Background: an optimization exercise with open tools, aiming at small area. Do not read the settings as production practice.
RTL that was checked went through simulation tests only; none was proved equivalent to the original.
The clock port is modelled as an ideal driver, which makes a skipped or thinned clock tree look cheaper than it is; a real chip needs a root buffer or a tree.

Setup of v6:
==> flow/design.v <==
module npc_checksum6 (
    input  wire [47:0] bytes,    
    output wire [7:0]  sum
);
    assign sum = bytes[7:0]   + bytes[15:8]  + bytes[23:16]
               + bytes[31:24] + bytes[39:32] + bytes[47:40];
endmodule
module npc_framer (
    input  wire        clk,
    input  wire        rst,
    input  wire        clear,
    input  wire        rx_valid,
    input  wire [7:0]  rx_byte,
    output wire        frame_valid,
    output wire [79:0] frame_data
);
    localparam [7:0] HEADER   = 8'hAA;
    localparam [7:0] CMD_MEAS = 8'hC0;
    localparam [7:0] TAIL     = 8'hAB;
    localparam [3:0] S_HUNT = 4'b0001;    
    localparam [3:0] S_CMD  = 4'b0101;    
    localparam [3:0] S_CKS  = 4'b0100;    
    localparam [3:0] S_OK   = 4'b0110;    
    localparam [3:0] S_BAD  = 4'b0111;    
    localparam [3:0] S_P0   = 4'b1000;    
    reg  [3:0]  s;
    reg  [47:0] pay;            
    reg  [7:0]  sum;            
    wire do_clear = rst | clear;
    wire collect  = rx_valid & s[3];
    assign frame_valid = ~do_clear & rx_valid & (s == S_OK) & (rx_byte == TAIL);
    assign frame_data  = {TAIL, sum, pay, CMD_MEAS, HEADER};
    always @(posedge clk)
        if (collect) pay <= {rx_byte, pay[47:8]};
    function [7:0] add8;
        input [7:0] a, b;
        reg c;
        integer i;
        begin
            c = 1'b0;
            for (i = 0; i < 8; i = i + 1) begin
                add8[i] = a[i] ^ (b[i] ^ c);
                c = (c & (a[i] | b[i])) | (a[i] & b[i]);
            end
        end
    endfunction
    always @(posedge clk)
        sum <= add8((s[3] | ~s[0]) ? sum : 8'd0, collect ? rx_byte : 8'd0);
    always @(posedge clk) begin
        if (do_clear) begin
            s <= S_HUNT;
        end else if (rx_valid) begin
            if (s[3]) begin
                if (s[2:0] == 3'b100) s <= S_CKS;
                else                  s <= {1'b1, s[1:0], ~s[2]};
            end else begin
                case (s)
                    S_HUNT:  s <= (rx_byte == HEADER)   ? S_CMD : S_HUNT;
                    S_CMD:   s <= (rx_byte == CMD_MEAS) ? S_P0  : S_HUNT;
                    S_CKS:   s <= (rx_byte == sum)      ? S_OK  : S_BAD;
                    default: s <= S_HUNT;
                endcase
            end
        end
    end
endmodule
module npc_encoder (
    input  wire       clk,
    input  wire       rst,
    input  wire       enc_valid,
    input  wire [2:0] enc_cmd,     
    input  wire       enc_arg,
    output wire       enc_ready,
    output wire       tx_valid,
    output wire [7:0] tx_byte,
    output wire       tx_last,
    input  wire       tx_ready
);
    localparam [4:0] O0 = 5'd13;
    localparam [4:0] O1 = 5'd27;
    localparam [4:0] O2 = 5'd23;
    localparam [4:0] O3 = 5'd15;
    localparam [4:0] O4 = 5'd31;
    localparam [4:0] O5 = 5'd30;
    localparam [4:0] O6 = 5'd29;
    localparam [4:0] O7 = 5'd26;
    localparam [4:0] O8 = 5'd20;
    localparam [4:0] O9 = 5'd8;
    localparam [4:0] O10 = 5'd17;
    localparam [4:0] O11 = 5'd2;
    localparam [4:0] O12 = 5'd4;
    localparam [4:0] O13 = 5'd9;
    localparam [4:0] O14 = 5'd18;
    localparam [4:0] O15 = 5'd5;
    localparam [4:0] O16 = 5'd10;
    localparam [4:0] O17 = 5'd21;
    localparam [4:0] O18 = 5'd11;
    reg       busy;
    reg [4:0] st;
    reg [2:0] tpl;
    wire [7:0] sub  = {5'd0, tpl[2] | tpl[1], ~tpl[2] | tpl[1], tpl[2] & tpl[0]};
    wire [7:0] par  = {7'd0, ~tpl[2]};
    wire [7:0] par2 = {7'd0, ~tpl[2] & tpl[0]};
    wire [7:0] cks  = {5'd0, tpl[1], tpl[2] ? ~tpl[1] : tpl[0], ~(tpl[2] ^ tpl[0])};
    reg [7:0] b;
    always @(*) begin
        case (st)
            O0: b = 8'hAA;
            O1: b = 8'hB4;
            O2: b = sub;
            O3: b = par;
            O4: b = par2;
            O15: b = 8'hFF;
            O16: b = 8'hFF;
            O17: b = cks;
            O18: b = 8'hAB;
            default: b = 8'h00;
        endcase
    end
    wire last = (st == O18);
    assign enc_ready = ~busy;
    assign tx_valid  = busy;
    assign tx_byte   = b;
    assign tx_last   = last;
    always @(posedge clk) begin
        if (rst)
            busy <= 1'b0;
        else if (!busy)
            busy <= enc_valid & ~(enc_cmd[2] & (enc_cmd[1] | enc_cmd[0]));
        else if (tx_ready & last)
            busy <= 1'b0;
    end
    always @(posedge clk) begin
        if (!busy)
            st <= O0;
        else if (tx_ready)
            st <= {st[3:0], st[0] ^ st[2] ^ st[3] ^ st[4]};
    end
    always @(posedge clk) begin
        if (!busy)
            tpl <= {enc_cmd[2] | enc_cmd[1], enc_cmd[0], enc_cmd[1] | (~enc_cmd[2] & ~enc_arg)};
    end
endmodule
module npc_core (
    input  wire        clk,
    input  wire        rst,
    input  wire        clear,
    input  wire        rx_valid,
    input  wire [7:0]  rx_byte,
    output wire        frame_valid,
    output wire [79:0] frame_data,
    input  wire        enc_valid,
    input  wire [2:0]  enc_cmd,
    input  wire        enc_arg,
    output wire        enc_ready,
    output wire        tx_valid,
    output wire [7:0]  tx_byte,
    output wire        tx_last,
    input  wire        tx_ready
);
    npc_framer u_framer (
        .clk         (clk),
        .rst         (rst),
        .clear       (clear),
        .rx_valid    (rx_valid),
        .rx_byte     (rx_byte),
        .frame_valid (frame_valid),
        .frame_data  (frame_data)
    );
    npc_encoder u_encoder (
        .clk       (clk),
        .rst       (rst),
        .enc_valid (enc_valid),
        .enc_cmd   (enc_cmd),
        .enc_arg   (enc_arg),
        .enc_ready (enc_ready),
        .tx_valid  (tx_valid),
        .tx_byte   (tx_byte),
        .tx_last   (tx_last),
        .tx_ready  (tx_ready)
    );
endmodule
clock: 6.0 ns
lec_check: 0
cap_margin: 20
core_margin: 2
core_utilization: 70
place_density: 0.8
slew_margin: 20
standard.sh (not shown) runs the stock make flow with config.mk's settings and CLKGATE_MAP_FILE= SYNTH_SCRIPT=/design/flow/synth_recipe.tcl, a recipe that flattens the netlist after the stock synthesis.
==> flow/flow/run.sh <==
#!/bin/bash
# Standard ORFS layout (the standard.sh, standard synthesis unchanged),
# with these changes:
#  - port buffers use the smallest buffer (buf_1) instead of the resizer's default;
#  - the synthesized tie cells are kept as they are (one per constant value)
#    instead of one tie cell per constant pin;
#  - clock tree: the registers are split into four groups of equal size by
#    location, each driven by one clock buffer from the clock port
#    (flow/clock_groups.tcl).
# ORFS logs stay in orfs/logs; standard.sh's own output goes to standard.log.
set -euo pipefail
HERE=$(pwd)
bash standard.sh \
  "BUFFER_PORTS_ARGS=-buffer_cell sky130_fd_sc_hd__buf_1" \
  "SKIP_REPAIR_TIE_FANOUT=1" \
  "PRE_CTS_TCL=$HERE/flow/clock_groups.tcl" \
  "CLK_GROUP_BUF=sky130_fd_sc_hd__clkbuf_8" \
  "CLK_GROUPS=4" \
  finish > standard.log 2>&1
Other scripts of this flow, unchanged in this note and not shown: flow/flow/clock_groups.tcl
Inputs modified between v6 and v7:
diff --git a/flow/design.v b/flow/design.v
--- a/flow/design.v
+++ b/flow/design.v
@@ -14,17 +14,17 @@
     output wire        frame_valid,
     output wire [79:0] frame_data
 );
     localparam [7:0] HEADER   = 8'hAA;
     localparam [7:0] CMD_MEAS = 8'hC0;
     localparam [7:0] TAIL     = 8'hAB;
-    localparam [3:0] S_HUNT = 4'b0001;    
-    localparam [3:0] S_CMD  = 4'b0101;    
-    localparam [3:0] S_CKS  = 4'b0100;    
-    localparam [3:0] S_OK   = 4'b0110;    
-    localparam [3:0] S_BAD  = 4'b0111;    
+    localparam [3:0] S_HUNT = 4'b0000;    
+    localparam [3:0] S_CMD  = 4'b0001;    
+    localparam [3:0] S_CKS  = 4'b0010;    
+    localparam [3:0] S_OK   = 4'b0011;    
+    localparam [3:0] S_BAD  = 4'b0100;    
     localparam [3:0] S_P0   = 4'b1000;    
     reg  [3:0]  s;
     reg  [47:0] pay;            
     reg  [7:0]  sum;            
     wire do_clear = rst | clear;
     wire collect  = rx_valid & s[3];
@@ -42,13 +42,13 @@
                 add8[i] = a[i] ^ (b[i] ^ c);
                 c = (c & (a[i] | b[i])) | (a[i] & b[i]);
             end
         end
     endfunction
     always @(posedge clk)
-        sum <= add8((s[3] | ~s[0]) ? sum : 8'd0, collect ? rx_byte : 8'd0);
+        sum <= add8((s[3] | s[1]) ? sum : 8'd0, collect ? rx_byte : 8'd0);
     always @(posedge clk) begin
         if (do_clear) begin
             s <= S_HUNT;
         end else if (rx_valid) begin
             if (s[3]) begin
                 if (s[2:0] == 3'b100) s <= S_CKS;
Findings:
- When v7 is measured against v6, its core utilization turns out 0.37 points higher.
- The run showing the smaller pre-CTS setup slack is v6.
- Critical path depth ends up lower on v6.
- Diff v6 -> v7 | number of DRC violations after detailed-routing iteration 0 | down by more than 10%
- v7 against v6: met3 track demand over resource in global routing picked up an extra 0.57 points, total routed wire length on the met1 layer moved down.
- Re highest cell delay on the worst timing path: v6 was higher than v7.
- v7 reports a higher setup slack than v6 does.
- Going from v6 to v7, count of vias placed by the detailed router grew by a few percent.
Function not checked in v7: the RTL went through the layout flow alone. In every run of this note, the design's own scripts or RTL, not TritonCTS, make the clock network.

[afterwards: timing with drivers on the ports]
The results above use ideal ports. As a check the final layouts listed here were re-extracted and re-timed, cells and wires unchanged.
Step 1 sets driving cells, clkbuf_16 on the clock port and buf_2 on the other inputs (assumed; they add their load-dependent delay and slew).
Step 2 adds t to the input delays and takes it off the output delays; t is the mean of the earliest and latest rising clock arrival at the registers after step 1. Input paths then give back, and output paths get back, about the clock's delay inside the block.
a / b / c = ideal ports / drivers / drivers and shift; a / b = the first two.
run | t, ns | setup slack, ns | latest minus earliest clock arrival (ns) | slew at the worst register clock pin (ns) | cell pins on the clock port's net
v6 | 0.202 | 1.895 / 1.922 / 1.720 | 0.020 / 0.020 | 0.11 / 0.11 | 4
v7 | 0.208 | 1.985 / 2.017 / 1.809 | 0.007 / 0.008 | 0.10 / 0.10 | 4
After both steps every run listed still meets setup and hold. For v7, which loses most, drivers alone change the setup slack by +0.032 ns; drivers and shift together by -0.176 ns.
